Background: an optimization exercise with open tools, aiming at small area, a short achievable clock period and few clock cycles. Do not read the settings as production practice.
Function was checked by simulation only, so behaviour that the tests miss may differ from the original.
Power figures rest on the tool's default switching activity, not on a simulated workload.

**design/flow/flow/run.sh**
```bash
#!/bin/bash
# The standard layout (the standard.sh: ORFS synthesis to finish), with timing repair aimed at a
# setup margin of 5.5 ns and without gate cloning. The make output goes to flow.log; ORFS keeps each
# step's own log under orfs/logs/.
set -euo pipefail
bash standard.sh SETUP_SLACK_MARGIN=5.5 SKIP_GATE_CLONING=1 finish > flow.log 2>&1
```
**design/flow/standard.sh**
```bash
#!/bin/bash
# synth_recipe.tcl (not shown) runs the flow's synth.tcl, then flattens the netlist and writes it again
# the make line also repeats each setting of config.mk as NAME=value (left out here)
make -C /OpenROAD-flow-scripts/flow DESIGN_CONFIG=/design/flow/config.mk WORK_HOME=/design/flow/orfs CLKGATE_MAP_FILE= SYNTH_SCRIPT=/design/flow/synth_recipe.tcl "${@:-finish}"
```
**design/flow/config.mk**
```make
export PLATFORM = sky130hd
export DESIGN_NAME = radixconv
export DESIGN_NICKNAME = radixconv
export VERILOG_FILES = /design/flow/design.v
export SDC_FILE = /design/flow/constraint.sdc
export NUM_CORES = 4
export LEC_CHECK = 0
export CAP_MARGIN = 30
export CORE_MARGIN = 2
export CORE_UTILIZATION = 55
export CTS_BUF_LIST = sky130_fd_sc_hd__clkbuf_8
export SLEW_MARGIN = 30
```
**design/flow/constraint.sdc**
```tcl
create_clock -name core_clock -period 10.0 [get_ports {clk}]
set_input_delay 2.0000 -clock core_clock [delete_from_list [all_inputs] [get_ports {clk}]]
set_output_delay 2.0000 -clock core_clock [all_outputs]
set_load 0.01 [all_outputs]
```
**design/flow/design.v**
```verilog
`timescale 1ns/1ps
module radixconv (
    input  wire        clk,
    input  wire        rst,
    input  wire        host_valid,
    input  wire        host_we,
    input  wire        host_buf,
    input  wire [6:0]  host_addr,
    input  wire [15:0] host_wdata,
    output reg  [15:0] host_rdata
);
    localparam BUF_SIZE = 128;
    localparam [3:0] ERR_ILLEGAL = 4'd1;
    localparam [3:0] ERR_WIDTH   = 4'd2;
    localparam [3:0] ERR_BOUNDS  = 4'd3;
    localparam [3:0] ERR_OVERLAP = 4'd4;
    localparam [3:0] ERR_SYMBOL  = 4'd5;
    localparam [3:0] ERR_BUSY    = 4'd6;
    localparam [2:0] S_CHK   = 3'd0;    
    localparam [2:0] S_DIV   = 3'd1;    
    localparam [2:0] S_SET   = 3'd2;    
    localparam [2:0] S_CONV  = 3'd3;    
    localparam [2:0] S_ALPHA = 3'd4;    
    reg [8*BUF_SIZE-1:0] buf_mem;    
    reg [15:0] cmdl, srcaddr, srclen, dstaddr;
    reg [7:0]  dstlen;       
    reg        busy, done, err;
    reg [3:0]  errcode;
    reg [2:0]  state;
    reg [1:0]  div_cnt;
    reg [11:0] div_l;        
    reg [2:0]  div_r;        
    reg        m_inc;        
    reg        fwd;          
    reg        fip;          
    reg        skip;         
    reg [31:0] work;         
    reg [5:0]  wbits;        
    reg [7:0]  ins_left;     
    reg [6:0]  rp, wp;       
    reg [6:0]  wpn;          
    reg [31:0] cur, nxt;     
    reg [1:0]  prime;        
    reg        son;          
    reg [4:0]  pf;           
    reg        done_r;       
    reg        bad_r;        
    reg [4:0]  wi;           
    reg [4:0]  wq;           
    reg [6:0]  a_end;        
    reg        src_ok;       
    reg        dst_bad;      
    reg        ovl_bad;      
    reg [5:0]  c_t1, c_t2;   
    reg [5:0]  c_off;        
    reg        f_ge1, f_ge2;    
    reg        f_eqb, f_nz;     
    reg        f_fit1, f_fit2;  
    reg        f_idone;         
    reg        f_ige2;          
    wire [3:0] op  = cmdl[15:12];
    wire [3:0] a_w = cmdl[11:8];
    wire [3:0] b_w = cmdl[7:4];
    wire [5:0] c_b  = {2'd0, b_w};           
    wire [5:0] c_b2 = {1'b0, b_w, 1'b0};     
    wire       p_f = cmdl[3];
    reg  op_conv;        
    reg  op_conv_any;    
    reg  emit_part;      
    wire host_wr_reg  = host_valid &  host_we & ~host_buf;
    wire host_acc_buf = host_valid & host_buf;
    wire [15:0] w = host_wdata;
    wire wr_cmd     = host_wr_reg & (host_addr[2:0] == 3'd0);
    wire wr_srcaddr = host_wr_reg & (host_addr[2:0] == 3'd2);
    wire wr_srclen  = host_wr_reg & (host_addr[2:0] == 3'd3);
    wire wr_dstaddr = host_wr_reg & (host_addr[2:0] == 3'd4);
    wire wr_param   = wr_srcaddr | wr_srclen | wr_dstaddr;
    wire is_srst = wr_cmd & (w == 16'hF000);
    reg legal;
    always @* begin
        case (w[15:12])
            4'h0, 4'h4, 4'h5, 4'h6, 4'h7, 4'hF: legal = (w[11:0] == 12'h000);
            4'h1: legal = (w[3:0] == 4'h0);
            4'h2: legal = (w[2:0] == 3'h0);
            default: legal = 1'b0;
        endcase
    end
    wire busy_violation = busy & (host_acc_buf | wr_param | (wr_cmd & ~is_srst));
    wire cmd_illegal = wr_cmd & ~is_srst & ~err & ~busy & ~legal;
    wire cmd_accept  = wr_cmd & ~is_srst & ~err & ~busy & legal & (w != 16'h0000);
    wire       w_fwd = ~((w[15:12] == 4'h2) & (w[7:4] < w[11:8]));
    wire       w_fip = (w[15:12] == 4'h2) & w_fwd;
    wire [6:0] s_rp  = fwd ? srcaddr[6:0] : a_end;     
    wire [4:0]  eng_ridx = (state == S_CHK) ? s_rp[6:2] : op_conv_any ? pf : wi;
    wire [4:0]  ridx = busy ? eng_ridx : host_addr[6:2];
    wire [31:0] bwords [0:31];
    genvar gw;
    generate
        for (gw = 0; gw < 32; gw = gw + 1) begin : g_words
            assign bwords[gw] = buf_mem[32*gw +: 32];
        end
    endgenerate
    wire [31:0] rword = bwords[ridx];
    wire [7:0]  rlane [0:3];
    assign rlane[0] = rword[7:0];
    assign rlane[1] = rword[15:8];
    assign rlane[2] = rword[23:16];
    assign rlane[3] = rword[31:24];
    wire [7:0]  clane [0:3];
    assign clane[0] = cur[7:0];
    assign clane[1] = cur[15:8];
    assign clane[2] = cur[23:16];
    assign clane[3] = cur[31:24];
    wire [15:0] n_len = srclen;
    wire        n_zero = (n_len == 16'd0);
    wire        width_bad = (a_w == 4'd0) | (a_w > 4'd8) | (b_w == 4'd0) | (b_w > 4'd8);
    wire [16:0] src_end = {1'b0, srcaddr} + {1'b0, n_len};
    wire [10:0] m_len   = div_l[10:0] + {10'd0, m_inc};    
    wire [15:0] dbase   = op_conv ? dstaddr : srcaddr;
    wire [16:0] dst_end = {1'b0, dbase} + {6'd0, m_len};
    wire        dst_ok  = (m_len == 11'd0) | (dst_end <= BUF_SIZE);
    wire        overlap = op_conv & (m_len != 11'd0) &
                          ({1'b0, srcaddr} < dst_end) & ({1'b0, dstaddr} < src_end);
    function [3:0] div_step;    
        input [3:0] b;
        input [2:0] r;
        input       x;
        reg   [7:0] v;
        reg   [3:0] t;
        begin
            v = {b, r, x};
            t[0] = (v == 8'd33) |
                   (v == 8'd35) |
                   (v == 8'd49) |
                   (v == 8'd52) |
                   (v == 8'd65) |
                   (v == 8'd67) |
                   (v == 8'd69) |
                   (v == 8'd71) |
                   (v == 8'd81) |
                   (v == 8'd83) |
                   (v == 8'd86) |
                   (v == 8'd88) |
                   (v == 8'd97) |
                   (v == 8'd99) |
                   (v == 8'd101) |
                   (v == 8'd103) |
                   (v == 8'd105) |
                   (v == 8'd107) |
                   (v == 8'd113) |
                   (v == 8'd115) |
                   (v == 8'd117) |
                   (v == 8'd120) |
                   (v == 8'd122) |
                   (v == 8'd124) |
                   (v == 8'd129) |
                   (v == 8'd131) |
                   (v == 8'd133) |
                   (v == 8'd135) |
                   (v == 8'd137) |
                   (v == 8'd139) |
                   (v == 8'd141) |
                   (v == 8'd143);
            t[1] = (v == 8'd50) |
                   (v == 8'd53) |
                   (v == 8'd66) |
                   (v == 8'd67) |
                   (v == 8'd70) |
                   (v == 8'd71) |
                   (v == 8'd82) |
                   (v == 8'd83) |
                   (v == 8'd87) |
                   (v == 8'd88) |
                   (v == 8'd98) |
                   (v == 8'd99) |
                   (v == 8'd104) |
                   (v == 8'd105) |
                   (v == 8'd114) |
                   (v == 8'd115) |
                   (v == 8'd118) |
                   (v == 8'd121) |
                   (v == 8'd122) |
                   (v == 8'd125) |
                   (v == 8'd130) |
                   (v == 8'd131) |
                   (v == 8'd134) |
                   (v == 8'd135) |
                   (v == 8'd138) |
                   (v == 8'd139) |
                   (v == 8'd142) |
                   (v == 8'd143);
            t[2] = (v == 8'd84) |
                   (v == 8'd89) |
                   (v == 8'd100) |
                   (v == 8'd101) |
                   (v == 8'd106) |
                   (v == 8'd107) |
                   (v == 8'd116) |
                   (v == 8'd117) |
                   (v == 8'd118) |
                   (v == 8'd123) |
                   (v == 8'd124) |
                   (v == 8'd125) |
                   (v == 8'd132) |
                   (v == 8'd133) |
                   (v == 8'd134) |
                   (v == 8'd135) |
                   (v == 8'd140) |
                   (v == 8'd141) |
                   (v == 8'd142) |
                   (v == 8'd143);
            t[3] = (v == 8'd17) |
                   (v == 8'd34) |
                   (v == 8'd35) |
                   (v == 8'd51) |
                   (v == 8'd52) |
                   (v == 8'd53) |
                   (v == 8'd68) |
                   (v == 8'd69) |
                   (v == 8'd70) |
                   (v == 8'd71) |
                   (v == 8'd85) |
                   (v == 8'd86) |
                   (v == 8'd87) |
                   (v == 8'd88) |
                   (v == 8'd89) |
                   (v == 8'd102) |
                   (v == 8'd103) |
                   (v == 8'd104) |
                   (v == 8'd105) |
                   (v == 8'd106) |
                   (v == 8'd107) |
                   (v == 8'd119) |
                   (v == 8'd120) |
                   (v == 8'd121) |
                   (v == 8'd122) |
                   (v == 8'd123) |
                   (v == 8'd124) |
                   (v == 8'd125) |
                   (v == 8'd136) |
                   (v == 8'd137) |
                   (v == 8'd138) |
                   (v == 8'd139) |
                   (v == 8'd140) |
                   (v == 8'd141) |
                   (v == 8'd142) |
                   (v == 8'd143);
            div_step = t;
        end
    endfunction
    function [7:0] t_n2p32;
        input [4:0] v;
        reg   [7:0] t;
        begin
            t[0] = (v == 5'd0) |
                   (v == 5'd2) |
                   (v == 5'd4) |
                   (v == 5'd6) |
                   (v == 5'd8) |
                   (v == 5'd10) |
                   (v == 5'd12) |
                   (v == 5'd14) |
                   (v == 5'd16) |
                   (v == 5'd18) |
                   (v == 5'd20) |
                   (v == 5'd22) |
                   (v == 5'd24) |
                   (v == 5'd27) |
                   (v == 5'd29) |
                   (v == 5'd31);
            t[1] = (v == 5'd1) |
                   (v == 5'd2) |
                   (v == 5'd5) |
                   (v == 5'd6) |
                   (v == 5'd9) |
                   (v == 5'd10) |
                   (v == 5'd13) |
                   (v == 5'd14) |
                   (v == 5'd17) |
                   (v == 5'd18) |
                   (v == 5'd21) |
                   (v == 5'd22) |
                   (v == 5'd25) |
                   (v == 5'd26) |
                   (v == 5'd27) |
                   (v == 5'd30) |
                   (v == 5'd31);
            t[2] = (v == 5'd3) |
                   (v == 5'd4) |
                   (v == 5'd5) |
                   (v == 5'd6) |
                   (v == 5'd11) |
                   (v == 5'd12) |
                   (v == 5'd13) |
                   (v == 5'd14) |
                   (v == 5'd19) |
                   (v == 5'd20) |
                   (v == 5'd21) |
                   (v == 5'd22) |
                   (v == 5'd28) |
                   (v == 5'd29) |
                   (v == 5'd30) |
                   (v == 5'd31);
            t[3] = (v == 5'd7) |
                   (v == 5'd8) |
                   (v == 5'd9) |
                   (v == 5'd10) |
                   (v == 5'd11) |
                   (v == 5'd12) |
                   (v == 5'd13) |
                   (v == 5'd14) |
                   (v == 5'd23) |
                   (v == 5'd24) |
                   (v == 5'd25);
            t[4] = (v == 5'd15) |
                   (v == 5'd16) |
                   (v == 5'd17) |
                   (v == 5'd18) |
                   (v == 5'd19) |
                   (v == 5'd20) |
                   (v == 5'd21) |
                   (v == 5'd22) |
                   (v == 5'd23) |
                   (v == 5'd24) |
                   (v == 5'd25) |
                   (v == 5'd26) |
                   (v == 5'd27) |
                   (v == 5'd28) |
                   (v == 5'd29) |
                   (v == 5'd30) |
                   (v == 5'd31);
            t[5] = (v == 5'd0) |
                   (v == 5'd1) |
                   (v == 5'd2) |
                   (v == 5'd3) |
                   (v == 5'd4) |
                   (v == 5'd5) |
                   (v == 5'd6) |
                   (v == 5'd7) |
                   (v == 5'd8) |
                   (v == 5'd9) |
                   (v == 5'd10) |
                   (v == 5'd11) |
                   (v == 5'd12) |
                   (v == 5'd13) |
                   (v == 5'd14) |
                   (v == 5'd15) |
                   (v == 5'd16) |
                   (v == 5'd17) |
                   (v == 5'd18) |
                   (v == 5'd19) |
                   (v == 5'd20) |
                   (v == 5'd21) |
                   (v == 5'd22) |
                   (v == 5'd23) |
                   (v == 5'd24) |
                   (v == 5'd25) |
                   (v == 5'd26) |
                   (v == 5'd27) |
                   (v == 5'd28) |
                   (v == 5'd29) |
                   (v == 5'd30) |
                   (v == 5'd31);
            t[6] = (v == 5'd0) |
                   (v == 5'd1) |
                   (v == 5'd2) |
                   (v == 5'd3) |
                   (v == 5'd4) |
                   (v == 5'd5) |
                   (v == 5'd6) |
                   (v == 5'd7) |
                   (v == 5'd8) |
                   (v == 5'd9) |
                   (v == 5'd10) |
                   (v == 5'd11) |
                   (v == 5'd12) |
                   (v == 5'd13) |
                   (v == 5'd14) |
                   (v == 5'd15) |
                   (v == 5'd16) |
                   (v == 5'd17) |
                   (v == 5'd18) |
                   (v == 5'd19) |
                   (v == 5'd20) |
                   (v == 5'd21) |
                   (v == 5'd22) |
                   (v == 5'd23) |
                   (v == 5'd24) |
                   (v == 5'd25);
            t[7] = 1'b0;
            t_n2p32 = t;
        end
    endfunction
    function [7:0] t_p2n32;
        input [7:0] v;
        reg   [7:0] t;
        begin
            t[0] = (v == 8'd51) |
                   (v == 8'd53) |
                   (v == 8'd55) |
                   (v == 8'd98) |
                   (v == 8'd100) |
                   (v == 8'd102) |
                   (v == 8'd104) |
                   (v == 8'd106) |
                   (v == 8'd108) |
                   (v == 8'd110) |
                   (v == 8'd112) |
                   (v == 8'd114) |
                   (v == 8'd116) |
                   (v == 8'd118) |
                   (v == 8'd120) |
                   (v == 8'd122);
            t[1] = (v == 8'd50) |
                   (v == 8'd51) |
                   (v == 8'd54) |
                   (v == 8'd55) |
                   (v == 8'd99) |
                   (v == 8'd100) |
                   (v == 8'd103) |
                   (v == 8'd104) |
                   (v == 8'd107) |
                   (v == 8'd108) |
                   (v == 8'd111) |
                   (v == 8'd112) |
                   (v == 8'd115) |
                   (v == 8'd116) |
                   (v == 8'd119) |
                   (v == 8'd120);
            t[2] = (v == 8'd52) |
                   (v == 8'd53) |
                   (v == 8'd54) |
                   (v == 8'd55) |
                   (v == 8'd101) |
                   (v == 8'd102) |
                   (v == 8'd103) |
                   (v == 8'd104) |
                   (v == 8'd109) |
                   (v == 8'd110) |
                   (v == 8'd111) |
                   (v == 8'd112) |
                   (v == 8'd117) |
                   (v == 8'd118) |
                   (v == 8'd119) |
                   (v == 8'd120);
            t[3] = (v == 8'd50) |
                   (v == 8'd51) |
                   (v == 8'd52) |
                   (v == 8'd53) |
                   (v == 8'd54) |
                   (v == 8'd55) |
                   (v == 8'd105) |
                   (v == 8'd106) |
                   (v == 8'd107) |
                   (v == 8'd108) |
                   (v == 8'd109) |
                   (v == 8'd110) |
                   (v == 8'd111) |
                   (v == 8'd112) |
                   (v == 8'd121) |
                   (v == 8'd122);
            t[4] = (v == 8'd50) |
                   (v == 8'd51) |
                   (v == 8'd52) |
                   (v == 8'd53) |
                   (v == 8'd54) |
                   (v == 8'd55) |
                   (v == 8'd113) |
                   (v == 8'd114) |
                   (v == 8'd115) |
                   (v == 8'd116) |
                   (v == 8'd117) |
                   (v == 8'd118) |
                   (v == 8'd119) |
                   (v == 8'd120) |
                   (v == 8'd121) |
                   (v == 8'd122);
            t[5] = 1'b0;
            t[6] = 1'b0;
            t[7] = 1'b0;
            t_p2n32 = t;
        end
    endfunction
    function [7:0] t_n2p64;
        input [5:0] v;
        reg   [7:0] t;
        begin
            t[0] = (v == 6'd1) |
                   (v == 6'd3) |
                   (v == 6'd5) |
                   (v == 6'd7) |
                   (v == 6'd9) |
                   (v == 6'd11) |
                   (v == 6'd12) |
                   (v == 6'd14) |
                   (v == 6'd16) |
                   (v == 6'd18) |
                   (v == 6'd20) |
                   (v == 6'd22) |
                   (v == 6'd24) |
                   (v == 6'd26) |
                   (v == 6'd28) |
                   (v == 6'd30) |
                   (v == 6'd32) |
                   (v == 6'd34) |
                   (v == 6'd36) |
                   (v == 6'd38) |
                   (v == 6'd40) |
                   (v == 6'd42) |
                   (v == 6'd44) |
                   (v == 6'd46) |
                   (v == 6'd48) |
                   (v == 6'd50) |
                   (v == 6'd52) |
                   (v == 6'd54) |
                   (v == 6'd56) |
                   (v == 6'd58) |
                   (v == 6'd60) |
                   (v == 6'd62);
            t[1] = (v == 6'd4) |
                   (v == 6'd5) |
                   (v == 6'd8) |
                   (v == 6'd9) |
                   (v == 6'd13) |
                   (v == 6'd14) |
                   (v == 6'd17) |
                   (v == 6'd18) |
                   (v == 6'd21) |
                   (v == 6'd22) |
                   (v == 6'd25) |
                   (v == 6'd26) |
                   (v == 6'd29) |
                   (v == 6'd30) |
                   (v == 6'd33) |
                   (v == 6'd34) |
                   (v == 6'd37) |
                   (v == 6'd39) |
                   (v == 6'd40) |
                   (v == 6'd43) |
                   (v == 6'd44) |
                   (v == 6'd47) |
                   (v == 6'd48) |
                   (v == 6'd51) |
                   (v == 6'd52) |
                   (v == 6'd55) |
                   (v == 6'd56) |
                   (v == 6'd59) |
                   (v == 6'd60) |
                   (v == 6'd63);
            t[2] = (v == 6'd0) |
                   (v == 6'd1) |
                   (v == 6'd6) |
                   (v == 6'd7) |
                   (v == 6'd8) |
                   (v == 6'd9) |
                   (v == 6'd15) |
                   (v == 6'd16) |
                   (v == 6'd17) |
                   (v == 6'd18) |
                   (v == 6'd23) |
                   (v == 6'd24) |
                   (v == 6'd25) |
                   (v == 6'd26) |
                   (v == 6'd31) |
                   (v == 6'd32) |
                   (v == 6'd33) |
                   (v == 6'd34) |
                   (v == 6'd41) |
                   (v == 6'd42) |
                   (v == 6'd43) |
                   (v == 6'd44) |
                   (v == 6'd49) |
                   (v == 6'd50) |
                   (v == 6'd51) |
                   (v == 6'd52) |
                   (v == 6'd57) |
                   (v == 6'd58) |
                   (v == 6'd59) |
                   (v == 6'd60);
            t[3] = (v == 6'd0) |
                   (v == 6'd1) |
                   (v == 6'd10) |
                   (v == 6'd11) |
                   (v == 6'd19) |
                   (v == 6'd20) |
                   (v == 6'd21) |
                   (v == 6'd22) |
                   (v == 6'd23) |
                   (v == 6'd24) |
                   (v == 6'd25) |
                   (v == 6'd26) |
                   (v == 6'd35) |
                   (v == 6'd36) |
                   (v == 6'd37) |
                   (v == 6'd45) |
                   (v == 6'd46) |
                   (v == 6'd47) |
                   (v == 6'd48) |
                   (v == 6'd49) |
                   (v == 6'd50) |
                   (v == 6'd51) |
                   (v == 6'd52) |
                   (v == 6'd61) |
                   (v == 6'd62) |
                   (v == 6'd63);
            t[4] = (v == 6'd2) |
                   (v == 6'd3) |
                   (v == 6'd4) |
                   (v == 6'd5) |
                   (v == 6'd6) |
                   (v == 6'd7) |
                   (v == 6'd8) |
                   (v == 6'd9) |
                   (v == 6'd10) |
                   (v == 6'd11) |
                   (v == 6'd27) |
                   (v == 6'd28) |
                   (v == 6'd29) |
                   (v == 6'd30) |
                   (v == 6'd31) |
                   (v == 6'd32) |
                   (v == 6'd33) |
                   (v == 6'd34) |
                   (v == 6'd35) |
                   (v == 6'd36) |
                   (v == 6'd37) |
                   (v == 6'd53) |
                   (v == 6'd54) |
                   (v == 6'd55) |
                   (v == 6'd56) |
                   (v == 6'd57) |
                   (v == 6'd58) |
                   (v == 6'd59) |
                   (v == 6'd60) |
                   (v == 6'd61) |
                   (v == 6'd62) |
                   (v == 6'd63);
            t[5] = (v == 6'd0) |
                   (v == 6'd1) |
                   (v == 6'd2) |
                   (v == 6'd3) |
                   (v == 6'd4) |
                   (v == 6'd5) |
                   (v == 6'd6) |
                   (v == 6'd7) |
                   (v == 6'd8) |
                   (v == 6'd9) |
                   (v == 6'd10) |
                   (v == 6'd11) |
                   (v == 6'd38) |
                   (v == 6'd39) |
                   (v == 6'd40) |
                   (v == 6'd41) |
                   (v == 6'd42) |
                   (v == 6'd43) |
                   (v == 6'd44) |
                   (v == 6'd45) |
                   (v == 6'd46) |
                   (v == 6'd47) |
                   (v == 6'd48) |
                   (v == 6'd49) |
                   (v == 6'd50) |
                   (v == 6'd51) |
                   (v == 6'd52) |
                   (v == 6'd53) |
                   (v == 6'd54) |
                   (v == 6'd55) |
                   (v == 6'd56) |
                   (v == 6'd57) |
                   (v == 6'd58) |
                   (v == 6'd59) |
                   (v == 6'd60) |
                   (v == 6'd61) |
                   (v == 6'd62) |
                   (v == 6'd63);
            t[6] = (v == 6'd12) |
                   (v == 6'd13) |
                   (v == 6'd14) |
                   (v == 6'd15) |
                   (v == 6'd16) |
                   (v == 6'd17) |
                   (v == 6'd18) |
                   (v == 6'd19) |
                   (v == 6'd20) |
                   (v == 6'd21) |
                   (v == 6'd22) |
                   (v == 6'd23) |
                   (v == 6'd24) |
                   (v == 6'd25) |
                   (v == 6'd26) |
                   (v == 6'd27) |
                   (v == 6'd28) |
                   (v == 6'd29) |
                   (v == 6'd30) |
                   (v == 6'd31) |
                   (v == 6'd32) |
                   (v == 6'd33) |
                   (v == 6'd34) |
                   (v == 6'd35) |
                   (v == 6'd36) |
                   (v == 6'd37) |
                   (v == 6'd38) |
                   (v == 6'd39) |
                   (v == 6'd40) |
                   (v == 6'd41) |
                   (v == 6'd42) |
                   (v == 6'd43) |
                   (v == 6'd44) |
                   (v == 6'd45) |
                   (v == 6'd46) |
                   (v == 6'd47) |
                   (v == 6'd48) |
                   (v == 6'd49) |
                   (v == 6'd50) |
                   (v == 6'd51) |
                   (v == 6'd52) |
                   (v == 6'd53) |
                   (v == 6'd54) |
                   (v == 6'd55) |
                   (v == 6'd56) |
                   (v == 6'd57) |
                   (v == 6'd58) |
                   (v == 6'd59) |
                   (v == 6'd60) |
                   (v == 6'd61) |
                   (v == 6'd62) |
                   (v == 6'd63);
            t[7] = 1'b0;
            t_n2p64 = t;
        end
    endfunction
    function [7:0] t_p2n64;
        input [7:0] v;
        reg   [7:0] t;
        begin
            t[0] = (v == 8'd45) |
                   (v == 8'd49) |
                   (v == 8'd51) |
                   (v == 8'd53) |
                   (v == 8'd55) |
                   (v == 8'd57) |
                   (v == 8'd66) |
                   (v == 8'd68) |
                   (v == 8'd70) |
                   (v == 8'd72) |
                   (v == 8'd74) |
                   (v == 8'd76) |
                   (v == 8'd78) |
                   (v == 8'd80) |
                   (v == 8'd82) |
                   (v == 8'd84) |
                   (v == 8'd86) |
                   (v == 8'd88) |
                   (v == 8'd90) |
                   (v == 8'd98) |
                   (v == 8'd100) |
                   (v == 8'd102) |
                   (v == 8'd104) |
                   (v == 8'd106) |
                   (v == 8'd108) |
                   (v == 8'd110) |
                   (v == 8'd112) |
                   (v == 8'd114) |
                   (v == 8'd116) |
                   (v == 8'd118) |
                   (v == 8'd120) |
                   (v == 8'd122);
            t[1] = (v == 8'd48) |
                   (v == 8'd49) |
                   (v == 8'd52) |
                   (v == 8'd53) |
                   (v == 8'd56) |
                   (v == 8'd57) |
                   (v == 8'd67) |
                   (v == 8'd68) |
                   (v == 8'd71) |
                   (v == 8'd72) |
                   (v == 8'd75) |
                   (v == 8'd76) |
                   (v == 8'd79) |
                   (v == 8'd80) |
                   (v == 8'd83) |
                   (v == 8'd84) |
                   (v == 8'd87) |
                   (v == 8'd88) |
                   (v == 8'd97) |
                   (v == 8'd98) |
                   (v == 8'd101) |
                   (v == 8'd102) |
                   (v == 8'd105) |
                   (v == 8'd106) |
                   (v == 8'd109) |
                   (v == 8'd110) |
                   (v == 8'd113) |
                   (v == 8'd114) |
                   (v == 8'd117) |
                   (v == 8'd118) |
                   (v == 8'd121) |
                   (v == 8'd122);
            t[2] = (v == 8'd50) |
                   (v == 8'd51) |
                   (v == 8'd52) |
                   (v == 8'd53) |
                   (v == 8'd65) |
                   (v == 8'd66) |
                   (v == 8'd67) |
                   (v == 8'd68) |
                   (v == 8'd73) |
                   (v == 8'd74) |
                   (v == 8'd75) |
                   (v == 8'd76) |
                   (v == 8'd81) |
                   (v == 8'd82) |
                   (v == 8'd83) |
                   (v == 8'd84) |
                   (v == 8'd89) |
                   (v == 8'd90) |
                   (v == 8'd97) |
                   (v == 8'd98) |
                   (v == 8'd103) |
                   (v == 8'd104) |
                   (v == 8'd105) |
                   (v == 8'd106) |
                   (v == 8'd111) |
                   (v == 8'd112) |
                   (v == 8'd113) |
                   (v == 8'd114) |
                   (v == 8'd119) |
                   (v == 8'd120) |
                   (v == 8'd121) |
                   (v == 8'd122);
            t[3] = (v == 8'd54) |
                   (v == 8'd55) |
                   (v == 8'd56) |
                   (v == 8'd57) |
                   (v == 8'd65) |
                   (v == 8'd66) |
                   (v == 8'd67) |
                   (v == 8'd68) |
                   (v == 8'd77) |
                   (v == 8'd78) |
                   (v == 8'd79) |
                   (v == 8'd80) |
                   (v == 8'd81) |
                   (v == 8'd82) |
                   (v == 8'd83) |
                   (v == 8'd84) |
                   (v == 8'd99) |
                   (v == 8'd100) |
                   (v == 8'd101) |
                   (v == 8'd102) |
                   (v == 8'd103) |
                   (v == 8'd104) |
                   (v == 8'd105) |
                   (v == 8'd106) |
                   (v == 8'd115) |
                   (v == 8'd116) |
                   (v == 8'd117) |
                   (v == 8'd118) |
                   (v == 8'd119) |
                   (v == 8'd120) |
                   (v == 8'd121) |
                   (v == 8'd122);
            t[4] = (v == 8'd69) |
                   (v == 8'd70) |
                   (v == 8'd71) |
                   (v == 8'd72) |
                   (v == 8'd73) |
                   (v == 8'd74) |
                   (v == 8'd75) |
                   (v == 8'd76) |
                   (v == 8'd77) |
                   (v == 8'd78) |
                   (v == 8'd79) |
                   (v == 8'd80) |
                   (v == 8'd81) |
                   (v == 8'd82) |
                   (v == 8'd83) |
                   (v == 8'd84) |
                   (v == 8'd107) |
                   (v == 8'd108) |
                   (v == 8'd109) |
                   (v == 8'd110) |
                   (v == 8'd111) |
                   (v == 8'd112) |
                   (v == 8'd113) |
                   (v == 8'd114) |
                   (v == 8'd115) |
                   (v == 8'd116) |
                   (v == 8'd117) |
                   (v == 8'd118) |
                   (v == 8'd119) |
                   (v == 8'd120) |
                   (v == 8'd121) |
                   (v == 8'd122);
            t[5] = (v == 8'd85) |
                   (v == 8'd86) |
                   (v == 8'd87) |
                   (v == 8'd88) |
                   (v == 8'd89) |
                   (v == 8'd90) |
                   (v == 8'd97) |
                   (v == 8'd98) |
                   (v == 8'd99) |
                   (v == 8'd100) |
                   (v == 8'd101) |
                   (v == 8'd102) |
                   (v == 8'd103) |
                   (v == 8'd104) |
                   (v == 8'd105) |
                   (v == 8'd106) |
                   (v == 8'd107) |
                   (v == 8'd108) |
                   (v == 8'd109) |
                   (v == 8'd110) |
                   (v == 8'd111) |
                   (v == 8'd112) |
                   (v == 8'd113) |
                   (v == 8'd114) |
                   (v == 8'd115) |
                   (v == 8'd116) |
                   (v == 8'd117) |
                   (v == 8'd118) |
                   (v == 8'd119) |
                   (v == 8'd120) |
                   (v == 8'd121) |
                   (v == 8'd122);
            t[6] = 1'b0;
            t[7] = 1'b0;
            t_p2n64 = t;
        end
    endfunction
    function [8:0] alpha;    
        input [1:0] o;
        input [7:0] v;
        begin
            case (o)
                2'd0:    alpha = {|v[7:5], t_n2p32(v[4:0])};
                2'd1:    alpha = {1'b0,    t_p2n32(v)};
                2'd2:    alpha = {|v[7:6], t_n2p64(v[5:0])};
                default: alpha = {1'b0,    t_p2n64(v)};
            endcase
        end
    endfunction
    wire [3:0] dv1 = div_step(b_w, div_r,     div_l[11]);
    wire [3:0] dv2 = div_step(b_w, dv1[2:0],  div_l[10]);
    wire [3:0] dv3 = div_step(b_w, dv2[2:0],  div_l[9]);
    wire [11:0] q_nx = {div_l[8:0], dv1[3], dv2[3], dv3[3]};
    wire [2:0]  r_nx = dv3[2:0];
    wire [3:0] g_w = 4'd8 - b_w;                     
    wire [7:0] a_mask = ~(8'hFF << a_w);
    wire [7:0] b_mask = ~(8'hFF << b_w);
    wire [7:0] g_mask = ~(8'hFF << g_w);
    wire       primed    = (prime == 2'd2);
    wire       stream_on = son;
    wire [7:0] s0 = clane[rp[1:0]];
    wire [7:0] s1 = fwd ? ((rp[1:0] == 2'd3) ? nxt[7:0]   : clane[rp[1:0] + 2'd1])
                        : ((rp[1:0] == 2'd0) ? nxt[31:24] : clane[rp[1:0] - 2'd1]);
    wire       bad0 = |(s0 & ~a_mask);
    wire       bad1 = |(s1 & ~a_mask);
    wire [7:0] u0 = fwd ? s0 : {s0[0], s0[1], s0[2], s0[3], s0[4], s0[5], s0[6], s0[7]};
    wire [7:0] u1 = fwd ? s1 : {s1[0], s1[1], s1[2], s1[3], s1[4], s1[5], s1[6], s1[7]};
    wire       part_ok  = fwd & f_idone & emit_part;
    wire [1:0] k = ~stream_on ? 2'd0 :
                   f_ge2 ? 2'd2 :
                   f_ge1 ? ((part_ok & ~f_eqb) ? 2'd2 : 2'd1) :
                   ((part_ok & f_nz) ? 2'd1 : 2'd0);
    wire       k_part = part_ok & ~f_ge2;                 
    wire [5:0] wr0 = wbits;
    wire [5:0] wr1 = wbits - c_b;
    wire [5:0] wr2 = wbits - c_b2;
    wire [5:0] wrem = (k_part & (k != 2'd0)) ? 6'd0 :
                      (k == 2'd2) ? wr2 : (k == 2'd1) ? wr1 : wr0;
    wire [5:0] io0 = wbits + c_off;
    wire [5:0] io1 = io0 - c_b;
    wire [5:0] io2 = io0 - c_b2;
    wire [5:0] ins_off = (k_part & (k != 2'd0)) ? 6'd0 :
                         (k == 2'd2) ? io2 : (k == 2'd1) ? io1 : io0;
    wire [1:0] nin = ~stream_on ? 2'd0 :
                     (f_ige2 & f_fit2) ? 2'd2 :
                     (~f_idone & f_fit1) ? 2'd1 : 2'd0;
    wire       sym_bad = ((nin != 2'd0) & bad0) | ((nin == 2'd2) & bad1);
    wire [15:0] qin = {8'd0, u0} | ((nin == 2'd2) ? ({8'd0, u1} << a_w) : 16'd0);
    wire [5:0]  cons = (k == 2'd2) ? c_b2 : (k == 2'd1) ? c_b : 6'd0;
    wire [31:0] work_c = (work >> cons) & (fwd ? 32'hFFFFFFFF : ~{24'd0, g_mask});
    wire [31:0] work_nx = work_c | ((nin != 2'd0) ? ({16'd0, qin} << ins_off) : 32'd0);
    wire [5:0]  wbits_nx = wrem + ((nin == 2'd2) ? {1'b0, a_w, 1'b0} : (nin == 2'd1) ? {2'd0, a_w} : 6'd0);
    wire [7:0]  ins_nx = ins_left - {6'd0, nin};
    wire [6:0]  rp1 = fwd ? rp + 7'd1 : rp - 7'd1;
    wire [6:0]  rp2 = fwd ? rp + 7'd2 : rp - 7'd2;
    wire [6:0]  rp_nx = (nin == 2'd2) ? rp2 : (nin == 2'd1) ? rp1 : rp;
    wire        wcross = fwd ? (((nin == 2'd1) & (rp[1:0] == 2'd3)) | ((nin == 2'd2) & rp[1]))
                             : (((nin == 2'd1) & (rp[1:0] == 2'd0)) | ((nin == 2'd2) & ~rp[1]));
    wire [7:0] win0 = work[7:0];
    wire [7:0] win1 = work[b_w +: 8];
    wire [7:0] wm0  = win0 & ~g_mask;
    wire [7:0] wm1  = win1 & ~g_mask;
    wire [7:0] o0 = fwd ? (win0 & b_mask) : {wm0[0], wm0[1], wm0[2], wm0[3], wm0[4], wm0[5], wm0[6], wm0[7]};
    wire [7:0] o1 = fwd ? (win1 & b_mask) : {wm1[0], wm1[1], wm1[2], wm1[3], wm1[4], wm1[5], wm1[6], wm1[7]};
    wire       skip_now = skip & (k != 2'd0);
    wire       k1  = (k == 2'd1);
    wire       k2  = (k == 2'd2);
    wire       we0 = k2 | (k1 & ~skip);             
    wire       we1 = k2 & ~skip;                    
    wire [1:0] nw  = {we1, we0 & ~we1};
    wire [7:0] d0  = skip_now ? o1 : o0;
    wire [6:0] wp1 = wpn;
    wire [6:0] wp2 = fwd ? wp + 7'd2 : wp - 7'd2;
    wire [6:0] wp3 = fwd ? wp + 7'd3 : wp - 7'd3;
    wire [6:0] wp_nx  = (nw == 2'd2) ? wp2 : (nw == 2'd1) ? wp1 : wp;
    wire [6:0] wpn_nx = (nw == 2'd2) ? wp3 : (nw == 2'd1) ? wp2 : wpn;
    wire       n_idone = (ins_nx == 8'd0);
    wire       n_ge1   = (wbits_nx >= c_b);
    wire       n_nz    = (wbits_nx != 6'd0);
    wire       c_done  = n_idone & (fwd ? (~n_ge1 & (~emit_part | ~n_nz)) : ~n_nz);
    wire       a_lo_w = (wq == srcaddr[6:2]);
    wire       a_hi_w = (wq == a_end[6:2]);
    reg  [3:0] a_en;
    reg  [7:0] a_val [0:3];
    reg        a_bad;
    reg  [8:0] a_t;
    integer    li;
    always @* begin
        a_bad = 1'b0;
        for (li = 0; li < 4; li = li + 1) begin
            a_en[li] = (~a_lo_w | (li[1:0] >= srcaddr[1:0])) & (~a_hi_w | (li[1:0] <= a_end[1:0]));
            a_t = alpha(op[1:0], clane[li]);
            a_val[li] = a_t[7:0];
            if (a_en[li] & a_t[8]) a_bad = 1'b1;
        end
    end
    reg        eng_fault;
    reg [3:0]  eng_code;
    reg        eng_finish;
    reg [10:0] fin_len;
    reg [3:0]  eng_we;       
    reg [4:0]  eng_widx [0:3];
    reg [7:0]  eng_wd   [0:3];
    integer    ej;
    always @* begin
        eng_fault  = 1'b0;
        eng_code   = 4'd0;
        eng_finish = 1'b0;
        fin_len    = m_len;
        for (ej = 0; ej < 4; ej = ej + 1) begin
            eng_we[ej]   = 1'b0;
            eng_widx[ej] = wq;
            eng_wd[ej]   = a_val[ej];
        end
        if (op_conv_any) begin
            for (ej = 0; ej < 4; ej = ej + 1) begin
                if (wp1[1:0] == ej[1:0]) begin
                    eng_we[ej]   = we1;
                    eng_widx[ej] = wp1[6:2];
                    eng_wd[ej]   = o1;
                end else begin
                    eng_we[ej]   = we0 & (wp[1:0] == ej[1:0]);
                    eng_widx[ej] = wp[6:2];
                    eng_wd[ej]   = d0;
                end
            end
            if (bad_r) begin
                eng_fault = 1'b1;
                eng_code  = ERR_SYMBOL;
            end else begin
                case (state)
                    S_CHK: begin
                        if (width_bad) begin
                            eng_fault = 1'b1;
                            eng_code  = ERR_WIDTH;
                        end else if (!src_ok) begin
                            eng_fault = 1'b1;
                            eng_code  = ERR_BOUNDS;
                        end else if (n_zero) begin
                            eng_finish = 1'b1;
                            fin_len    = 11'd0;
                        end
                    end
                    S_CONV: begin
                        if (dst_bad) begin
                            eng_fault = 1'b1;
                            eng_code  = ERR_BOUNDS;
                        end else if (ovl_bad) begin
                            eng_fault = 1'b1;
                            eng_code  = ERR_OVERLAP;
                        end else if (done_r) begin
                            eng_finish = 1'b1;
                        end
                    end
                    default: ;
                endcase
            end
        end else begin
            if (state == S_CHK) begin
                if (!src_ok) begin
                    eng_fault = 1'b1;
                    eng_code  = ERR_BOUNDS;
                end else if (n_zero) begin
                    eng_finish = 1'b1;
                    fin_len    = 11'd0;
                end
            end else begin
                for (ej = 0; ej < 4; ej = ej + 1)
                    eng_we[ej] = a_en[ej];
                if (a_bad) begin
                    eng_fault = 1'b1;
                    eng_code  = ERR_SYMBOL;
                end else if (a_hi_w) begin
                    eng_finish = 1'b1;
                    fin_len    = n_len[10:0];
                end
            end
        end
        if (!busy) begin
            eng_fault  = 1'b0;
            eng_finish = 1'b0;
            for (ej = 0; ej < 4; ej = ej + 1) eng_we[ej] = 1'b0;
        end
    end
    wire host_buf_wr = host_valid & host_we & host_buf & ~busy;
    reg  [3:0] l_we;
    reg  [4:0] l_idx [0:3];
    reg  [7:0] l_wd  [0:3];
    integer    lj;
    always @* begin
        for (lj = 0; lj < 4; lj = lj + 1) begin
            if (busy) begin
                l_we[lj]  = eng_we[lj];
                l_idx[lj] = eng_widx[lj];
                l_wd[lj]  = eng_wd[lj];
            end else begin
                l_we[lj]  = host_buf_wr & (host_addr[1:0] == lj[1:0]);
                l_idx[lj] = host_addr[6:2];
                l_wd[lj]  = host_wdata[7:0];
            end
        end
    end
    genvar gb;
    generate
        for (gb = 0; gb < BUF_SIZE; gb = gb + 1) begin : g_buf
            always @(posedge clk) begin
                if (l_we[gb % 4] && l_idx[gb % 4] == (gb / 4))
                    buf_mem[8*gb +: 8] <= l_wd[gb % 4];
            end
        end
    endgenerate
    reg        busy_n, done_n, err_n;
    reg [3:0]  errcode_n;
    reg [7:0]  dstlen_n;
    always @* begin
        busy_n    = busy;
        done_n    = done;
        err_n     = err;
        errcode_n = errcode;
        dstlen_n  = dstlen;
        if (rst || is_srst) begin
            busy_n = 1'b0; done_n = 1'b0; err_n = 1'b0; errcode_n = 4'd0; dstlen_n = 8'd0;
        end else if (busy_violation) begin
            busy_n = 1'b0; done_n = 1'b0; err_n = 1'b1; errcode_n = ERR_BUSY;
        end else if (cmd_illegal) begin
            err_n = 1'b1; errcode_n = ERR_ILLEGAL; done_n = 1'b0;
        end else if (cmd_accept) begin
            busy_n = 1'b1; done_n = 1'b0;
        end else if (eng_fault) begin
            busy_n = 1'b0; err_n = 1'b1; errcode_n = eng_code;
        end else if (eng_finish) begin
            busy_n = 1'b0; done_n = 1'b1; dstlen_n = fin_len[7:0];
        end
    end
    wire        busy_e    = busy & ~eng_fault & ~eng_finish;
    wire        done_e    = eng_finish | done;
    wire        err_e     = eng_fault | err;
    wire [3:0]  errcode_e = eng_fault ? eng_code : errcode;
    wire [15:0] dstlen_e  = {8'd0, eng_finish ? fin_len[7:0] : dstlen};
    wire [15:0] status_e  = {8'h00, errcode_e, 1'b0, err_e, done_e, busy_e};
    reg [15:0] reg_rd;
    always @* begin
        case (host_addr[2:0])
            3'd0: reg_rd = cmdl;
            3'd1: reg_rd = status_e;
            3'd2: reg_rd = srcaddr;
            3'd3: reg_rd = srclen;
            3'd4: reg_rd = dstaddr;
            3'd5: reg_rd = dstlen_e;
            default: reg_rd = 16'h0000;
        endcase
    end
    always @(posedge clk) begin
        if (host_valid && !host_we)
            host_rdata <= host_buf ? {8'h00, rlane[host_addr[1:0]]} : reg_rd;
    end
    always @(posedge clk) begin
        busy    <= busy_n;
        done    <= done_n;
        err     <= err_n;
        errcode <= errcode_n;
        dstlen  <= dstlen_n;
        src_ok  <= n_zero | (src_end <= BUF_SIZE);
        a_end   <= srcaddr[6:0] + srclen[6:0] - 7'd1;
        if (rst || is_srst) begin
            cmdl    <= 16'h0000;
            srcaddr <= 16'h0000;
            srclen  <= 16'h0000;
            dstaddr <= 16'h0000;
        end else if (!busy_violation) begin
            if (wr_srcaddr) srcaddr <= w;
            if (wr_srclen)  srclen  <= w;
            if (wr_dstaddr) dstaddr <= w;
            if (cmd_accept) begin
                cmdl        <= w;
                op_conv     <= (w[15:12] == 4'h1);
                op_conv_any <= (w[15:12] == 4'h1) | (w[15:12] == 4'h2);
                emit_part   <= (w[15:12] == 4'h1) | w[3];
                state    <= S_CHK;
                fwd      <= w_fwd;
                fip      <= w_fip;
                done_r   <= 1'b0;
                son      <= 1'b0;
                bad_r    <= 1'b0;
                dst_bad  <= 1'b0;
                ovl_bad  <= 1'b0;
            end
        end
        if (busy) begin
            if (state == S_CHK) begin
                cur   <= rword;
                prime <= 2'd1;
                pf    <= fwd ? s_rp[6:2] + 5'd1 : s_rp[6:2] - 5'd1;
            end else if (op_conv_any) begin
                if (!primed) begin
                    if (prime == 2'd0) cur <= rword;
                    else               nxt <= rword;
                    prime <= prime + 2'd1;
                    pf    <= fwd ? pf + 5'd1 : pf - 5'd1;
                end else if (wcross) begin
                    cur <= nxt;
                    nxt <= rword;
                    pf  <= fwd ? pf + 5'd1 : pf - 5'd1;
                end
            end else begin
                cur <= rword;
            end
            if (stream_on) begin
                work     <= work_nx;
                wbits    <= wbits_nx;
                ins_left <= ins_nx;
                rp       <= rp_nx;
                wp       <= wp_nx;
                wpn      <= wpn_nx;
                f_ge1    <= n_ge1;
                f_ge2    <= (wbits_nx >= c_b2);
                f_eqb    <= (wbits_nx == c_b);
                f_nz     <= n_nz;
                f_fit1   <= (wbits_nx <= c_t1);
                f_fit2   <= (wbits_nx <= c_t2);
                f_idone  <= n_idone;
                f_ige2   <= (ins_nx >= 8'd2);
                if (k != 2'd0) skip <= 1'b0;
                done_r   <= c_done;
                bad_r    <= sym_bad;
            end
            case (state)
                S_CHK: begin
                    skip     <= 1'b0;
                    rp       <= s_rp;
                    wp       <= srcaddr[6:0];
                    wpn      <= srcaddr[6:0] + 7'd1;
                    work     <= 32'd0;
                    wbits    <= 6'd0;
                    ins_left <= srclen[7:0];
                    f_ge1    <= 1'b0;
                    f_ge2    <= 1'b0;
                    f_eqb    <= 1'b0;
                    f_nz     <= 1'b0;
                    f_fit1   <= 1'b1;
                    f_fit2   <= 1'b1;
                    f_idone  <= (srclen[7:0] == 8'd0);
                    f_ige2   <= (srclen[7:0] >= 8'd2);
                    wi      <= srcaddr[6:2] + 5'd1;
                    wq      <= srcaddr[6:2];
                    div_l   <= {4'd0, n_len[7:0]} * {8'd0, a_w};
                    div_r   <= 3'd0;
                    div_cnt <= 2'd0;
                    c_off   <= fwd ? 6'd0 : ({2'd0, a_w} - {2'd0, b_w});
                    c_t1    <= (fwd ? 6'd32 : 6'd24 + {2'd0, b_w}) - {2'd0, a_w};
                    c_t2    <= (fwd ? 6'd32 : 6'd24 + {2'd0, b_w}) - {1'b0, a_w, 1'b0};
                    state   <= op_conv_any ? S_DIV : S_ALPHA;
                end
                S_ALPHA: begin
                    wi <= wi + 5'd1;
                    wq <= wi;
                end
                S_DIV: begin
                    div_l   <= q_nx;
                    div_r   <= r_nx;
                    div_cnt <= div_cnt + 2'd1;
                    if (div_cnt == 2'd0) son <= fip;     
                    if (div_cnt == 2'd3) begin
                        m_inc <= emit_part & (r_nx != 3'd0);
                        state <= fip ? S_CONV : S_SET;
                    end
                end
                S_SET: begin
                    wbits <= (fwd | (div_r == 3'd0)) ? 6'd0 : (c_b - {3'd0, div_r});
                    f_nz  <= ~fwd & (div_r != 3'd0);
                    skip  <= ~fwd & ~p_f & (div_r != 3'd0);
                    dst_bad <= ~dst_ok;
                    ovl_bad <= overlap;
                    wp    <= fwd ? dbase[6:0] : (srcaddr[6:0] + m_len[6:0] - 7'd1);
                    wpn   <= fwd ? dbase[6:0] + 7'd1 : (srcaddr[6:0] + m_len[6:0] - 7'd2);
                    son   <= 1'b1;
                    state <= S_CONV;
                end
                default: ;
            endcase
        end
    end
endmodule
```
==> metrics.json, run 1 <==
{
  "synth": {
    "yosysSeqAreaShare_pct": 55.25,
    "synth-edff-count": 1232,
    "ys_async_rst_share_pct": 0,
    "netlist_top_cells_area": "sky130_fd_sc_hd__edfxtp_1 (53%), sky130_fd_sc_hd__ha_1 (3.4%), sky130_fd_sc_hd__mux2i_1 (3.2%)",
    "yosysWarnings": 6,
    "post_synthesis_instance_area_mm2": 0.07040,
    "number_of_distinct_library_cell_variants_in_the_gate_level_netlist_after_synthesis": 98,
    "ys_seq_elements": 1327,
    "syn_nets": 6460,
    "yosysMostFrequentCell": "sky130_fd_sc_hd__edfxtp_1",
    "yosysTopAreaCellShare_pct": 52.55,
    "postSynth.topFlopCell": "sky130_fd_sc_hd__edfxtp_1",
    "synth_commonest_cells": "sky130_fd_sc_hd__edfxtp_1 (1232), sky130_fd_sc_hd__nor2_1 (584), sky130_fd_sc_hd__nand2_1 (501)",
    "post_synthesis_cells": 6213,
    "avgSynthCellArea_um2": 11.33,
    "synth_top_cell_by_area": "sky130_fd_sc_hd__edfxtp_1"
  },
  "layout": {
    "post_route_cells_drive_above_1_share_pct": 19.99,
    "syn2layout_area_growth_pct": 18.08,
    "fin_util_pct": 65.27,
    "finish.instance_area_mm2": 0.08313,
    "design.final.nets": 6783
  },
  "sta": {
    "fin_max_slew_vios": 0,
    "timing.fmax_mhz": 214.7,
    "finalHoldViolations": 0,
    "post-route-period-util_pct": 46.57,
    "total_negative_setup_slacks_ns": 0,
    "rsz0062_at_grt": "true",
    "timing.slew.headroom_pct": 12.79,
    "finClkSkew_ns": 0.05750,
    "timing.final.setup_violations": 0,
    "post-route-min-period_ns": 4.657,
    "max_slew.worst_pin.slew_ns": 1.299
  },
  "setup_path": {
    "cp_max_fo": 9,
    "required_ns": 10.68,
    "setup.worst_path.class": "in2reg",
    "worstSetupEndpointType": "flip-flop",
    "critical_path_arrival_ns": 5.33,
    "setup.worst_path.start_class": "input pin"
  },
  "routing": {
    "drt-vias-per-instance": 7.125,
    "drt-initial-drc-count": 9248,
    "first_drt_pass_iteration_count": 8,
    "detailroute.via_count": 59750,
    "drc": 0,
    "antenna_left": 0,
    "avgRoutedWirePerCell_um": 34.68,
    "routed_wirelength_um": 290800
  },
  "clocking": {
    "cts_clk_pin_slew_worst_paths_ns": 0.05,
    "tritoncts.num_buffers": 212,
    "cts.root.buffer_cell": "sky130_fd_sc_hd__clkbuf_8",
    "cts.htree.levels": 4,
    "clk-insertion-delay-late_ns": 1.01,
    "numClockSinks": 1327,
    "max-clock-path-buffers": 3,
    "tritoncts": "yes"
  },
  "grt": {
    "grt_start_max_net_pins": 78,
    "first_global_vias": 55020,
    "global_route.overflow_total": 0,
    "grt_antenna_before_repair": 13,
    "grt_usage_pct": 41.77,
    "grt_first_pass_wirelength_um": 393800
  },
  "flow_run": {
    "max_cap_violations": 0
  },
  "placement": {
    "placement.cell_area_mm2": 0.07376,
    "buffer_ports.inserted": 43,
    "gp_congestion": 0.9774,
    "place.detailed.hpwl_um": 179000
  },
  "floorplan": {
    "die_area_mm2": 0.1309,
    "die_h_um": 361.8,
    "floorplan.initialDensity_pct": 55.28,
    "standard_cell_rows": 131,
    "die_w_um": 361.8,
    "placeableCoreArea_mm2": 0.1274,
    "pin_count": 44
  },
  "min_path": {
    "holdCritPathClass": "reg2reg"
  },
  "power": {
    "leakage_dissipation_nw": 29.38,
    "power_density_mw_per_mm2": 137.8,
    "irDropWorstVdd_uv": 159.8
  },
  "run_status": {
    "run_status": "finished clean"
  }
}
## final timing paths
path	start	endpoint	slack, ns	depth (start not counted)
worst max-delay path	host_addr[2]	host_rdata[2]	5.34	17
worst min-delay path	dstlen[3]	dstlen[3]	0.48	2
worst max register to register	fwd	host_rdata[2]	5.34	18
worst min register to register	dstlen[3]	dstlen[3]	0.48	2
## routing by layer
layer / part of all wire, % / GRT usage, % / wire (µm)
met2: 43 / 63.72 / 126300
met5: 0.058 / 0 / 170
met3: 13 / 11.57 / 39040
met4: 8.3 / 24.55 / 24150
met1: 35 / 53.52 / 101200
## cells by family after synthesis
group	synth area share (%)
compound gates	18.40
simple gates	10.97
flops	55.25
buf+inv	3.462
mux	5.698
fa+ha+maj	4.226
xor+xnor	1.991
## final cells by class
class	instances	area (µm²)
antenna	10	25.02
sequential	1327	38920
fill	9718	44230
tap	1662	2079
inverter	178	688.2
multi-input combinational	4282	31520
clock buffer	216	2973
clock inverter	175	1246
timing repair buffer	535	5667
## layout by cell type (no fill, tap or decap), drive strengths merged, types with 94 or more instances in the layout
cell / n
a21oi: 379
a221oi: 188
a22o: 180
a22oi: 188
a31oi: 94
buf: 493
clkbuf: 221
clkinv: 103
dfxtp: 95
edfxtp: 1232
ha: 189
inv: 230
mux2i: 223
nand2: 503
nand3: 149
nor2: 584
nor3: 113
o21ai: 310
xnor2: 111
## sequential cells by signal, indices dropped and copies added, names as in the netlist, 12 cells and up
name	flops
cur	32
srcaddr	16
buf_mem	1024
nxt	32
div_l	12
work	32
srclen	16
dstaddr	16
host_rdata	16
cmdl	16
## report_power, final
part	switching, mW	internal [mW]
logic	0.413	0.219
clock network	2.36	2.39
registers	0.0126	6.07
## what timing repair did
| item | in CTS | in global routing |
|---|---|---|
| resized for setup | 305 | 214 |
| pin swaps | 61 | 91 |
| hold buffers | 0 | 0 |
| buffers inserted | 136 | 135 |
| endpoints found under the setup margin | 1443 | 629 |
## worst max-delay path: stages
cell and delay, ns:
sky130_fd_sc_hd__buf_16 0.11, sky130_fd_sc_hd__clkinvlp_4 0.12, sky130_fd_sc_hd__nor2_4 0.08, sky130_fd_sc_hd__a21oi_4 0.27, sky130_fd_sc_hd__nand2b_4 0.26, sky130_fd_sc_hd__buf_4 0.16
sky130_fd_sc_hd__nor3_2 0.06, sky130_fd_sc_hd__clkbuf_16 0.21, sky130_fd_sc_hd__buf_8 0.19, sky130_fd_sc_hd__buf_4 0.16, sky130_fd_sc_hd__a22o_1 0.17, sky130_fd_sc_hd__a221oi_1 0.22
sky130_fd_sc_hd__nand4_1 0.14, sky130_fd_sc_hd__o32a_1 0.41, sky130_fd_sc_hd__mux4_2 0.53, sky130_fd_sc_hd__a21oi_2 0.15, sky130_fd_sc_hd__o31ai_1 0.07
## stage by stage
stage | power [mW] | worst slack, ns | hold WS (ns) | instances
after floorplan | 6.449 | 5.336 | 0.4472 | 6213
after global placement | 6.664 | 2.876 | 0.4571 | 7706
after detailed placement | 6.670 | 2.820 | 0.4660 | 7710
after CTS | 11.34 | 5.412 | 0.4744 | 8237
after global routing | 11.68 | 5.248 | 0.4878 | 8379
final | 11.46 | 5.343 | 0.4780 | 8385
Testbench counts, summed over its fixed seeds: cycles 30,579.
==> inputs of run 2 (changes only) <==
--- a/design/flow/config.mk
+++ b/design/flow/config.mk
@@ -7,6 +7,6 @@
 export LEC_CHECK = 0
 export CAP_MARGIN = 30
 export CORE_MARGIN = 2
-export CORE_UTILIZATION = 55
+export CORE_UTILIZATION = 65
 export CTS_BUF_LIST = sky130_fd_sc_hd__clkbuf_8
 export SLEW_MARGIN = 30
==> metrics.json, run 2 <==
{
  "floorplan": {
    "die_h": {"value": 333.1, "unit": "µm", "change": "-7.9%"},
    "pin_count": {"value": 44, "change": "unchanged"},
    "die_area": {"value": 0.1110, "unit": "mm²", "change": "-15%"},
    "die_w": {"value": 333.1, "unit": "µm", "change": "-7.9%"},
    "placeableCoreArea": {"value": 0.1072, "unit": "mm²", "change": "-16%"},
    "floorplan.initialDensity": {"value": 65.67, "unit": "%", "change": "+10 points"},
    "standard_cell_rows": {"value": 120, "change": "-8.4%"}
  },
  "sta": {
    "rsz0062_at_grt": "true",
    "finalHoldViolations": {"value": 0, "change": "unchanged"},
    "max_slew.worst_pin.slew": {"value": 1.108, "unit": "ns", "change": "-0.1915 ns"},
    "timing.fmax": {"value": 202.4, "unit": "MHz", "change": "-5.7%"},
    "final_critical_path_setup_slack": {"value": 5.060, "unit": "ns", "change": "-0.2828 ns"},
    "total_negative_setup_slacks": {"value": 0, "unit": "ns", "change": "unchanged"},
    "timing.slew.headroom": {"value": 26.13, "unit": "%", "change": "+13 points"},
    "timing.final.setup_violations": {"value": 0, "change": "unchanged"},
    "fin_max_slew_vios": {"value": 0, "change": "unchanged"},
    "post-route-min-period": {"value": 4.940, "unit": "ns", "change": "+0.2828 ns"},
    "finClkSkew": {"value": 0.08733, "unit": "ns", "change": "+0.02983 ns"},
    "post-route-period-util": {"value": 49.40, "unit": "%", "change": "+2.8 points"}
  },
  "synth": {
    "post_synthesis_cells": {"value": 6213, "change": "unchanged"},
    "synth-edff-count": {"value": 1232, "change": "unchanged"},
    "number_of_distinct_library_cell_variants_in_the_gate_level_netlist_after_synthesis": {"value": 98, "change": "unchanged"},
    "post_synth_mux_area_share": {"value": 5.698, "unit": "%", "change": "unchanged"},
    "yosysSeqAreaShare": {"value": 55.25, "unit": "%", "change": "unchanged"},
    "synth_compound_gate_area_share": {"value": 18.40, "unit": "%", "change": "unchanged"},
    "area_share_of_and_or_nand_nor_cells_after_synthesis": {"value": 10.97, "unit": "%", "change": "unchanged"},
    "synth_top_family_by_area": "compound AO/OA/AOI/OAI gates",
    "synthXorXnorAreaFrac": {"value": 1.991, "unit": "%", "change": "unchanged"},
    "post_synthesis_instance_area": {"value": 0.07040, "unit": "mm²", "change": "unchanged"},
    "ys_seq_elements": {"value": 1327, "change": "unchanged"},
    "postSynth.topFlopCell": "sky130_fd_sc_hd__edfxtp_1",
    "syn_nets": {"value": 6460, "change": "unchanged"},
    "netlist_top_cells_area": "sky130_fd_sc_hd__edfxtp_1 (53%), sky130_fd_sc_hd__ha_1 (3.4%), sky130_fd_sc_hd__mux2i_1 (3.2%)",
    "synth_commonest_cells": "sky130_fd_sc_hd__edfxtp_1 (1232), sky130_fd_sc_hd__nor2_1 (584), sky130_fd_sc_hd__nand2_1 (501)",
    "synthAdderAreaFrac": {"value": 4.226, "unit": "%", "change": "unchanged"},
    "synth_top_cell_by_area": "sky130_fd_sc_hd__edfxtp_1",
    "yosysMostFrequentCell": "sky130_fd_sc_hd__edfxtp_1",
    "yosysWarnings": {"value": 6, "change": "unchanged"},
    "avgSynthCellArea": {"value": 11.33, "unit": "µm²", "change": "unchanged"},
    "ys_async_rst_share": {"value": 0, "unit": "%", "change": "unchanged"},
    "yosysTopAreaCellShare": {"value": 52.55, "unit": "%", "change": "unchanged"}
  },
  "min_path": {
    "holdCritPathClass": "reg2reg",
    "min-delay-start": "cmdl[2]"
  },
  "grt": {
    "first_global_vias": {"value": 56420, "change": "+2.5%"},
    "global_route.overflow_total": {"value": 0, "change": "unchanged"},
    "grt_usage": {"value": 48.23, "unit": "%", "change": "+6.5 points"},
    "grt_start_max_net_pins": {"value": 78, "change": "unchanged"},
    "grt_antenna_before_repair": {"value": 25, "change": "+12"},
    "grt_first_pass_wirelength": {"value": 388000, "unit": "µm", "change": "-1.5%"}
  },
  "clocking": {
    "numClockSinks": {"value": 1327, "change": "unchanged"},
    "cts_clk_pin_slew_worst_paths": {"value": 0.07, "unit": "ns", "change": "+0.02 ns"},
    "clk-insertion-delay-late": {"value": 0.97, "unit": "ns", "change": "-0.04 ns"},
    "cts.htree.levels": {"value": 4, "change": "unchanged"},
    "max-clock-path-buffers": {"value": 3, "change": "unchanged"},
    "tritoncts": "yes",
    "tritoncts.num_buffers": {"value": 204, "change": "-3.8%"},
    "cts.root.buffer_cell": "sky130_fd_sc_hd__clkbuf_8"
  },
  "flow_run": {
    "max_cap_violations": {"value": 0, "change": "unchanged"}
  },
  "layout": {
    "syn2layout_area_growth_pct": 16.27,
    "seqCellArea": {"value": 0.03893, "unit": "mm²", "change": "about the same"},
    "top_register": "buf_mem",
    "mostFrequentLayoutCells": "sky130_fd_sc_hd__edfxtp_1 (1232), sky130_fd_sc_hd__nand2_1 (490), sky130_fd_sc_hd__nor2_1 (474)",
    "finish.instance_area": {"value": 0.08185, "unit": "mm²", "change": "-1.5%"},
    "post_route_cells_drive_above_1_share": {"value": 19.11, "unit": "%", "change": "-0.88 points"},
    "multi_input_area": {"value": 0.03142, "unit": "mm²", "change": "-0.33%"},
    "fillerInstances": {"value": 6687, "change": "-31%"},
    "design.final.nets": {"value": 6724, "change": "-0.87%"},
    "flip_flop_count_of_the_largest_register_after_layout": {"value": 1024, "change": "unchanged"},
    "most_common_cell_after_layout_fill_and_taps_aside": "sky130_fd_sc_hd__edfxtp_1",
    "fin_util": {"value": 76.35, "unit": "%", "change": "+11 points"}
  },
  "run_status": {
    "run_status": "finished clean"
  },
  "setup_path": {
    "setup.worst_path.start_class": "input pin",
    "timing.rr.start": "state[0]",
    "worstSetupStartpoint": "host_addr[2]",
    "setup.worst_path.class": "in2reg",
    "required": {"value": 10.65, "unit": "ns", "change": "-0.03 ns"},
    "worstSetupEndpointType": "flip-flop",
    "critical_path_arrival": {"value": 5.59, "unit": "ns", "change": "+0.26 ns"},
    "cp_max_fo": {"value": 10, "change": "+1"}
  },
  "routing": {
    "routed_wirelength": {"value": 280300, "unit": "µm", "change": "-3.6%"},
    "detailroute.via_count": {"value": 61390, "change": "+2.7%"},
    "drt-vias-per-instance": {"value": 7.605, "change": "+6.7%"},
    "avgRoutedWirePerCell": {"value": 34.72, "unit": "µm", "change": "+0.11%"},
    "first_drt_pass_iteration_count": {"value": 13, "change": "+5"},
    "drc": {"value": 0, "change": "unchanged"},
    "antenna_left": {"value": 0, "change": "unchanged"},
    "drt-initial-drc-count": {"value": 11340, "change": "+23%"}
  },
  "power": {
    "p_int": {"value": 8.522, "unit": "mW", "change": "-1.8%"},
    "switching_share": {"value": 24.97, "unit": "%", "change": "+0.68 points"},
    "pwr-share-seq": {"value": 53.5, "unit": "%", "change": "+0.4 points"},
    "irDropWorstVdd": {"value": 188.3, "unit": "µV", "change": "+18%"},
    "clock_power_share": {"value": 40.8, "unit": "%", "change": "-0.6 points"},
    "leakage_dissipation": {"value": 28.84, "unit": "nW", "change": "-1.8%"},
    "p_comb_share": {"value": 5.7, "unit": "%", "change": "+0.2 points"},
    "switchingPower": {"value": 2.837, "unit": "mW", "change": "+1.9%"},
    "power_density": {"value": 138.8, "unit": "mW/mm²", "change": "+0.68%"}
  },
  "placement": {
    "placement.cell_area": {"value": 0.07317, "unit": "mm²", "change": "-0.80%"},
    "post-place-ws": {"value": 2.831, "unit": "ns", "change": "+0.01114 ns"},
    "place.detailed.hpwl": {"value": 167500, "unit": "µm", "change": "-6.4%"},
    "gp_congestion": {"value": 1.014, "change": "+3.7%"},
    "buffer_ports.inserted": {"value": 43, "change": "unchanged"}
  }
}
-- run 2: cell counts after synthesis --
No cell type changed its count.
-- run 2: final cells by class --
class                      instances  share of cell area (%)
clock buffer                     209                   3.514
clock inverter                   172                   1.446
inverter                         178                  0.8484
tap                             1403                   2.145
sequential                      1327                   47.56
antenna                           17                 0.05197
multi-input combinational       4282                   38.39
timing repair buffer             484                   6.049
-- run 2: cells by family (layout without fill, tap and decap cells) --
family / Yosys count / in the layout
AOI/OAI and AO/OA: 1863 / 1863
and+or+nand+nor: 1699 / 1699
DFF: 1327 / 1327
buffers and inverters: 604 / 1043
muxes: 340 / 340
adders and majority gates: 220 / 220
xor gates and xnor gates: 160 / 160
other: 0 / 17
-- run 2: worst max-delay path, cell delays in order --
cell and delay [ns]:
sky130_fd_sc_hd__buf_12 0.09, sky130_fd_sc_hd__clkinvlp_4 0.24, sky130_fd_sc_hd__nor2_4 0.28, sky130_fd_sc_hd__a21oi_4 0.10
sky130_fd_sc_hd__buf_6 0.14, sky130_fd_sc_hd__nand2b_4 0.09, sky130_fd_sc_hd__buf_4 0.13, sky130_fd_sc_hd__nor3_4 0.04
sky130_fd_sc_hd__buf_12 0.17, sky130_fd_sc_hd__buf_12 0.16, sky130_fd_sc_hd__a22o_1 0.27, sky130_fd_sc_hd__a221oi_4 0.21
sky130_fd_sc_hd__nand4_1 0.45, sky130_fd_sc_hd__o32a_4 0.53, sky130_fd_sc_hd__mux4_2 0.52, sky130_fd_sc_hd__nand2_2 0.09
sky130_fd_sc_hd__o21ai_1 0.07
-- run 2: through the flow --
| stage | hold WS, ns | total power, mW | std cells |
|---|---|---|---|
| 4_1_cts | 0.4740 | 11.13 | 7959 |
| 5_1_grt | 0.4953 | 11.51 | 8059 |
| 2_1_floorplan | 0.4472 | 6.449 | 6213 |
| 3_5_place_dp | 0.4655 | 6.659 | 7413 |
| 3_3_place_gp | 0.4574 | 6.646 | 7407 |
| 6_report | 0.4741 | 11.36 | 8072 |
-- run 2: worst paths after layout --
check,endpoint,slack [ns],cells after the start
worst min register to register,cmdl[2],0.47,1
worst max register to register,host_rdata[7],5.21,16
worst max-delay path,host_rdata[7],5.06,17
worst min-delay path,cmdl[2],0.47,1
-- run 2: power groups by stage --
stage / combinational, mW / clock (mW) / sequential [mW]
6_report: 0.651 / 4.63 / 6.08
5_1_grt: 0.642 / 4.79 / 6.07
4_1_cts: 0.542 / 4.51 / 6.08
3_5_place_dp: 0.463 / 0 / 6.20
3_3_place_gp: 0.449 / 0 / 6.20
2_1_floorplan: 0.254 / 0 / 6.20
-- run 2: what timing repair did --
action	CTS	global route
setup buffers	165	94
resized for setup	311	173
cloned	0	0
pin swaps	70	83
setup endpoints to repair	1104	701
hold buffers	0	0
-- run 2: routing by layer --
metal | global-route usage [%] | routed length (µm) | up-vias
met5 | 0.8250 | 655 | -
met4 | 34.55 | 27390 | 20
met3 | 18.64 | 44670 | 1800
met2 | 70.07 | 118200 | 6113
met1 | 58.96 | 89350 | 28790
li1 | - | - | 24660

==> afterwards: timing with drivers on the ports <==
No port has a modelled driver above. Below, the same layouts with a new extraction and two added sets of constraints.
Step 1: set_driving_cell puts a clkbuf_16 on clk and a buf_2 on each other input, an assumption about the parent block.
Step 2 times the ports against the registers' clock, not the clock port: input delays grow and output delays shrink by t, the midpoint of the rising clock arrivals with the driver on.
a / b / c = no drivers / after step 1 / after step 2; a / b = the first two.
run | t (ns) | setup slack, ns | worst setup path after step 2 | latest minus earliest clock arrival (ns) | worst register clock-pin slew, ns
run 1 | 1.054 | 5.343 / 5.341 / 4.287 | input to register | 0.065 / 0.065 | 0.07 / 0.07
run 2 | 1.006 | 5.060 / 5.020 / 4.014 | input to register | 0.088 / 0.088 | 0.08 / 0.08
After both steps setup and hold are still met in every run listed. The setup slack of run 1, which loses most, moves by -0.002 ns with the drivers and by -1.056 ns with both steps.
